What follows belongs to an exercise in optimizing a design on an open flow for small area; a production flow would make more cautious choices.
Function not checked in this run: the RTL went through the layout flow alone.
Power and IR drop assume default switching activity.

==> flow/config.mk <==
export PLATFORM = sky130hd
export DESIGN_NAME = cdc_codec
export DESIGN_NICKNAME = cdc_codec
export VERILOG_FILES = /design/flow/design.v
export SDC_FILE = /design/flow/constraint.sdc
export NUM_CORES = 4
export LEC_CHECK = 0
export ABC_AREA = 1
export CAP_MARGIN = 20
export CORE_MARGIN = 2
export CORE_UTILIZATION = 40
export SLEW_MARGIN = 20
==> flow/flow/run.sh <==
#!/bin/bash
# Standard ORFS layout (the standard.sh), with two changes to how the
# layout is built: the port buffers are the smallest buffer (buf_1) instead
# of the default pick, and the clock tree is built from small clock buffers
# without dummy balancing loads.
set -euo pipefail
bash standard.sh \
  BUFFER_PORTS_ARGS="-buffer_cell sky130_fd_sc_hd__buf_1" \
  CTS_ARGS="-sink_clustering_enable -repair_clock_nets -buf_list sky130_fd_sc_hd__clkbuf_8 -dont_use_dummy_load" \
  finish > standard_flow.log 2>&1
==> flow/constraint.sdc <==
create_clock -name core_clock -period 10.0 [get_ports {clk}]
set_input_delay 2.0000 -clock core_clock [delete_from_list [all_inputs] [get_ports {clk}]]
set_output_delay 2.0000 -clock core_clock [all_outputs]
set_load 0.01 [all_outputs]
==> flow/design.v <==
module cdc_codec (
    input  wire        clk,
    input  wire        rst,
    input  wire        tick,
    input  wire        rx_in,
    output wire        tx_out,
    input  wire        tx_start,
    input  wire [63:0] tx_msg,
    output reg         tx_busy,
    output wire        tx_done,
    input  wire        rx_start,
    output reg         rx_busy,
    output wire        rx_done,
    output reg         rx_valid,
    output reg  [63:0] rx_msg,
    output reg  [4:0]  rx_nnib,
    output reg  [2:0]  cause,
    output reg         cmd_reject
);
    localparam [2:0] C_OK        = 3'd0;
    localparam [2:0] C_FRAMING   = 3'd1;
    localparam [2:0] C_PARITY    = 3'd2;
    localparam [2:0] C_TIMEOUT   = 3'd4;
    localparam [2:0] C_LINE_BUSY = 3'd5;
    reg [67:0] sr;      
    reg [6:0]  cnt;     
    reg [11:0] t;       
    reg [11:0] d;       
    reg [3:0]  px;      
    reg        sub;     
    reg        f1;      
    reg        f2;      
    reg        done;    
    wire busy = tx_busy | rx_busy;
    assign tx_out  = tx_busy & f1;
    assign tx_done = done & f2;
    assign rx_done = done & ~f2;
    wire [11:0] t_inc  = {t[10:0], ~(t[11] ^ t[5] ^ t[3] ^ t[0])};
    wire        t_599  = (t == 12'h3af);
    wire        t_1799 = (t == 12'h8fc);
    wire        t_2999 = (t == 12'he99);
    wire        t_3999 = (t == 12'h834);     
    wire       pphase  = cnt[6];                        
    wire [3:0] par     = px + 4'd1;
    wire       cur_bit = pphase ? par[~cnt[1:0]] : sr[67];
    wire       found   = (cnt[1:0] == 2'd0) && ((sr[67:64] != 4'd0) || pphase);
    wire       tx_last = (cnt == 7'd67);
    wire [11:0] d_inc  = {d[10:0], ~(d[11] ^ d[5] ^ d[3] ^ d[0])};
    wire        d_600  = (d == 12'h3af);
    wire        d_1400 = (d == 12'h27e);
    wire        d_3999 = (d == 12'h41a);
    wire        cls_bit = f1 && !d_1400;
    wire        cls_val = f2;
    wire        fall    = sub && !rx_in;
    wire        rx_bit  = fall && cls_bit;
    wire [3:0] lst    = sr[3:0];
    wire       par_ok = (px == {~|lst[2:0], ~|lst[1:0], ~lst[0], 1'b1});
    wire       frm_ok = (cnt[1:0] == 2'd0) && (cnt != 7'd124);
    wire sh    = tx_busy ? (sub ? !found : t_2999) : rx_busy & rx_bit;
    wire sh_in = rx_busy & cls_val;
    always @(posedge clk) begin
        if (rst) begin
            tx_busy    <= 1'b0;
            rx_busy    <= 1'b0;
            done       <= 1'b0;
            rx_valid   <= 1'b0;
            cause      <= C_OK;
            cmd_reject <= 1'b0;
        end else if (tick) begin
            cmd_reject <= 1'b0;
            done       <= 1'b0;
            if (busy) begin
                if (tx_start || rx_start)
                    cmd_reject <= 1'b1;
                if (sh) begin
                    sr <= {sr[66:0], sh_in};
                    if (rx_busy || !pphase)
                        px <= {px[2:0], px[3] ^ (tx_busy ? sr[67] : sh_in)};
                    if (cnt != 7'd65 || tx_busy)
                        cnt <= cnt + 7'd1;
                end
                if (tx_busy) begin
                    if (sub && found)
                        sub <= 1'b0;
                    t <= t_2999 ? 12'd0 : t_inc;
                    if ((t_599 && !cur_bit) || (t_1799 && cur_bit))
                        f1 <= 1'b0;
                    if (t_2999) begin
                        f1 <= 1'b1;
                        if (tx_last) begin
                            tx_busy <= 1'b0;
                            done    <= 1'b1;
                            f2      <= 1'b1;
                            cause   <= C_OK;
                        end
                    end
                end
                if (rx_busy) begin
                    if (!t_3999)
                        t <= t_inc;
                    if (!sub) begin
                        if (t_3999) begin
                            rx_close(1'b0);
                        end else if (rx_in) begin
                            d   <= 12'd0;
                            f1  <= 1'b0;
                            f2  <= 1'b0;
                            sub <= 1'b1;
                        end
                    end else begin
                        if (rx_in) begin
                            d <= d_inc;
                            if (d_600)
                                f1 <= 1'b1;
                            if (d_1400)
                                f2 <= 1'b1;
                            if (d_3999)
                                rx_close(1'b1);
                        end else begin
                            sub <= 1'b0;
                            if (cls_bit)
                                t <= 12'd0;
                            else if (t_3999)
                                rx_close(1'b0);
                        end
                    end
                end
            end else if (tx_start && rx_start) begin
                cmd_reject <= 1'b1;
            end else if (tx_start) begin
                sr      <= {tx_msg, 4'd0};
                cnt     <= 7'd0;
                px      <= 4'd0;
                t       <= 12'd0;
                sub     <= 1'b1;
                f1      <= 1'b1;
                tx_busy <= 1'b1;
            end else if (rx_start) begin
                if (rx_in) begin
                    rx_valid <= 1'b0;
                    cause    <= C_LINE_BUSY;
                    done     <= 1'b1;
                    f2       <= 1'b0;
                end else begin
                    sr      <= 68'd0;
                    cnt     <= 7'd124;
                    px      <= 4'd0;
                    t       <= 12'd0;
                    sub     <= 1'b0;
                    rx_busy <= 1'b1;
                end
            end
        end
    end
    task rx_close(input incomplete);
        begin
            rx_busy <= 1'b0;
            done    <= 1'b1;
            f2      <= 1'b0;
            if (incomplete) begin
                rx_valid <= 1'b0;
                cause    <= C_TIMEOUT;
            end else if (!frm_ok) begin
                rx_valid <= 1'b0;
                cause    <= C_FRAMING;
            end else if (!par_ok) begin
                rx_valid <= 1'b0;
                cause    <= C_PARITY;
            end else begin
                rx_valid <= 1'b1;
                cause    <= C_OK;
                rx_msg   <= sr[67:4];
                rx_nnib  <= cnt[6:2];
            end
        end
    endtask
endmodule
==> flow/standard.sh <==
#!/bin/bash
# synth_recipe.tcl (not shown) runs the flow's synth.tcl, then flattens the netlist and writes it again
# the make line also repeats each setting of config.mk as NAME=value (left out here)
make -C /OpenROAD-flow-scripts/flow DESIGN_CONFIG=/design/flow/config.mk WORK_HOME=/design/flow/orfs CLKGATE_MAP_FILE= SYNTH_SCRIPT=/design/flow/synth_recipe.tcl "${@:-finish}"
==> summary.md <==
| Metric | Value |
|---|---|
| CP Class | `in -> reg` |
| Final instance area | `8660 sq um` |
| Number of buffer cells added on primary ports | `148` |
| Xor-xnor portion of the synthesized cell area | `0.0114` |
| Overall track demand over capacity in global routing | `0.166` |
| Share of the cycle needed by the critical path after routing | `0.439` |
| Total Routed Length | `16500 um` |
| Clock tree buffer depth | `2` |
| Total half-perimeter wirelength after legalization and detailed placement | `10900 um` |
| Leading cell type in the layout, fill and taps excluded | `edfxtp_1` |
| DIE AREA | `20200 sq um` |
| Effective utilization at floorplan | `0.409` |
| Synthesized net count | `681` |
| Std-Cell Rows | `50` |
| Die span in x | `142 um` |
| DRT iter0 DRCs | `462` |
| Async set-reset flop share out of synthesis | `0` |
| Post-Syn Area | `7650 sq um` |
| Endpoint, Worst Hold | `rx_msg[28]$_DFFE_PP_` |
| Proportion of layout cells with a drive suffix above 1 | `0.0425` |
| Worst-margin pin slew | `0.971 ns` |
| Top achievable clock speed | `0.228 GHz` |
| Crit path max fanout | `69` |
| Total clock buffers created by CTS | `17` |
| Number of global-route vias before repair | `5155` |
| Final worst setup slack | `5.61 ns` |
| Mean area per synthesized cell | `12.6 sq um` |
| Cell depth of the worst flop-to-flop path | `12` |
| Clock-pin slew of the registers on the worst-case setup and hold paths | `0.10 ns` |
| Worst hold path startpoint | `sr[32]$_DFFE_PP_` |
| Power per cell area | `166 nW/um^2` |
| Post-synthesis compound-gate area fraction | `0.110` |
| VDD IR-drop max | `81.0 uV` |
| Total congestion overflow | `0` |
| TNS Setup | `0 ns` |
| Number of ports placed on the die boundary | `149` |
| Root buffer selected by CTS | `clkbuf_8` |
| CP Data Required Time | `10.07 ns` |
| Worst slack after detailed placement | `5.07 ns` |
| EDFF count, synth | `175` |
| Iteration count of the initial detailed-routing pass | `4` |
| Leakage | `3.17 nW` |
| Wire length of the first global-routing pass | `26200 um` |
| Basic-gate share of the synthesized area counting and, or, nand and nor cells | `0.112` |
| Reg2reg end | `cnt[0]$_SDFFCE_PP0P_` |
| Remaining max-slew budget at the tightest pin | `0.353` |
| Clock skew | `0.0359 ns` |
| Vias post-DR | `5178` |
| Run status | `finished clean` |
| Flop and latch count out of synthesis | `183` |
| Final GP Congestion | `0.937` |
| Average wire per cell in the routed design | `16.7 um` |
| Final number of hold-violating endpoints | `0` |
| Antenna violations before repair | `0` |
| DIE HEIGHT | `142 um` |
| Classification of the worst-slack hold path | `reg -> reg` |
| Mux cell area share after synthesis | `0` |
| Number of filler cells placed in the layout | `1723` |
| Area of the core region | `18700 sq um` |
| Standard cell area after detailed placement | `8430 sq um` |
| Number of instances on the worst hold path | `0` |
| Worst Path Arrival | `4.46 ns` |
| Clock network latency to the later pin of the worst-skew pair | `0.47 ns` |
| R2R Setup Slk | `5.97 ns` |
| Adder-cell area share of the yosys netlist | `0.00654` |
| Fin. max-slew vios | `0` |
| # diodes | `0` |
| Capturing element type of the critical path | `flop` |
| Remaining DRCs | `0` |
| Post-layout nets | `829` |
| Prevailing post-synth register cell | `edfxtp_1` |
| Clock sinks | `183` |
| Count of cell types in the netlist | `35` |
| CTS H-Tree Depth | `4` |
| Setup repair after global routing missed its margin | `no` |
| Cell count after synthesis | `607` |
| Worst setup SP type | `primary input` |
| Final setup violation count | `0` |
| Via-per-instance ratio | `5.25` |
| Max Cap Violations | `0` |
| Synthesis warning total | `1` |
| Most frequent cells in the layout | `edfxtp_1 (175), buf_1 (148), nand2_1 (83)` |
| Maximum number of pins on one net before global-route repair | `73` |
| Area growth from synthesis to layout | `13.2%` |
| Largest family of logic cells by synthesized area | `simple AND/OR/NAND/NOR gates` |
| Clock period minus final worst setup slack | `4.39 ns` |
| Count of antenna-violating nets left after detailed routing | `0` |
| # hold bufs at CTS | `0` |
| # resized after CTS | `0` |
| Startpoint of the worst register-to-register path | `rx_busy$_SDFFE_PP0P_` |
| Util after Layout | `0.463` |
| Sequential fraction of the synthesis area | `0.708` |
| Post-CTS Repair Setup Buffers | `0` |
| CTS tree | `built` |
-- worst max path at each step --
| stage | from | end | slack [ns] |
|---|---|---|---|
| floorplan | rx_in | rx_msg[0]$_DFFE_PP_ | 0.48 |
| global placement | tx_start | cnt[2]$_DFFE_PP_ | 5.16 |
| detailed placement | tx_start | cnt[2]$_DFFE_PP_ | 5.07 |
| CTS | tx_start | cnt[0]$_SDFFCE_PP0P_ | 5.54 |
| global route | tx_start | cnt[0]$_SDFFCE_PP0P_ | 5.28 |
| finish | tx_start | cnt[0]$_SDFFCE_PP0P_ | 5.61 |
-- final cells by class --
type | instances | area (sq um) | area share
Timing Repair Buffer | 150 | 571 | 0.0659
Clock buffer | 17 | 234 | 0.0270
Tap cell | 234 | 293 | 0.0338
Inverter | 80 | 303 | 0.0350
Sequential cell | 183 | 5420 | 0.625
Multi-Input combinational cell | 323 | 1850 | 0.213
-- layer usage --
layer  GRT usage  wire length [um]
met5           0                 0
met1       0.226              7630
met3      0.0353              1040
met2       0.262              7480
met4      0.0667               348
-- cell usage after synthesis (all sizes together), types with 4 or more instances --
cell | count | area, sq um
nand3 | 28 | 140
ha | 4 | 50.1
nor4 | 9 | 56.3
edfxtp | 175 | 5260
dfxtp | 8 | 160
nand4 | 10 | 62.6
nor3 | 9 | 45.0
a22o | 61 | 534
a31oi | 5 | 31.3
inv | 80 | 303
buf | 12 | 68.8
o21ai | 23 | 115
a21oi | 20 | 100
nand2 | 84 | 318
xnor2 | 4 | 35.0
xor2 | 6 | 52.6
nor2 | 51 | 211
clkbuf | 9 | 33.8
-- where the power goes --
part           total [mW]  switching, mW  leakage, nW  internal (mW)
clock network       0.372          0.221        0.122          0.150
logic               0.159          0.101         1.37         0.0578
registers           0.903         0.0209         1.67          0.882
total                1.43          0.343         3.17           1.09
-- registers in the layout, indices dropped and copies added (netlist names), 3 cells and up --
name     flops
d           12
sr          68
rx_msg      64
px           4
cause        3
cnt          7
t           12
rx_nnib      5
-- worst max-delay path, cell delays in order --
cell,delay [ns]
buf_1,0.09
inv_1,0.15
nor2_4,0.05
buf_4,0.36
inv_2,0.18
nor2_2,0.06
inv_1,0.05
nand3_1,0.08
nor2_1,0.10
and3_4,0.78
inv_2,0.06
nor2_1,0.48
-- kinds of logic (layout without fill, tap and decap cells) --
family	Yosys count	after routing
and+or+nand+nor	194	194
buffers and inverters	101	247
adders and majority gates	4	4
AOI/OAI and AO/OA	115	115
DFF	183	183
xor gates and xnor gates	10	10
-- through the flow --
step,hold slack (ns),std cells,power (mW)
after detailed placement,0.434,970,1.08
final,0.434,987,1.43
after global routing,0.436,987,1.49
after global placement,0.429,970,1.08
after floorplan,0.426,607,1.03
after CTS,0.430,987,1.45

port drivers added, routing unchanged:
No port has a modelled driver above. Below, the same layout with a new extraction and two added sets of constraints.
Step 1: set_driving_cell puts a clkbuf_16 on clk and a buf_2 on each other input, an assumption about the parent block.
Step 2 moves the port delays by t, midway between the first and last clock arrival at a register: inputs arrive t later, outputs are due t later. That takes back most of the time a late clock gives input paths.
Slacks: ideal / step 1 / step 2; pairs: ideal / step 1.
t (ns): 0.487
setup slack, ns: 5.610 / 5.624 / 5.137
hold slack, ns: 0.434 / 0.434 / 0.434
After both steps this run still meets setup and hold. For this run, drivers alone change the setup slack by +0.014 ns; drivers and shift together by -0.473 ns.
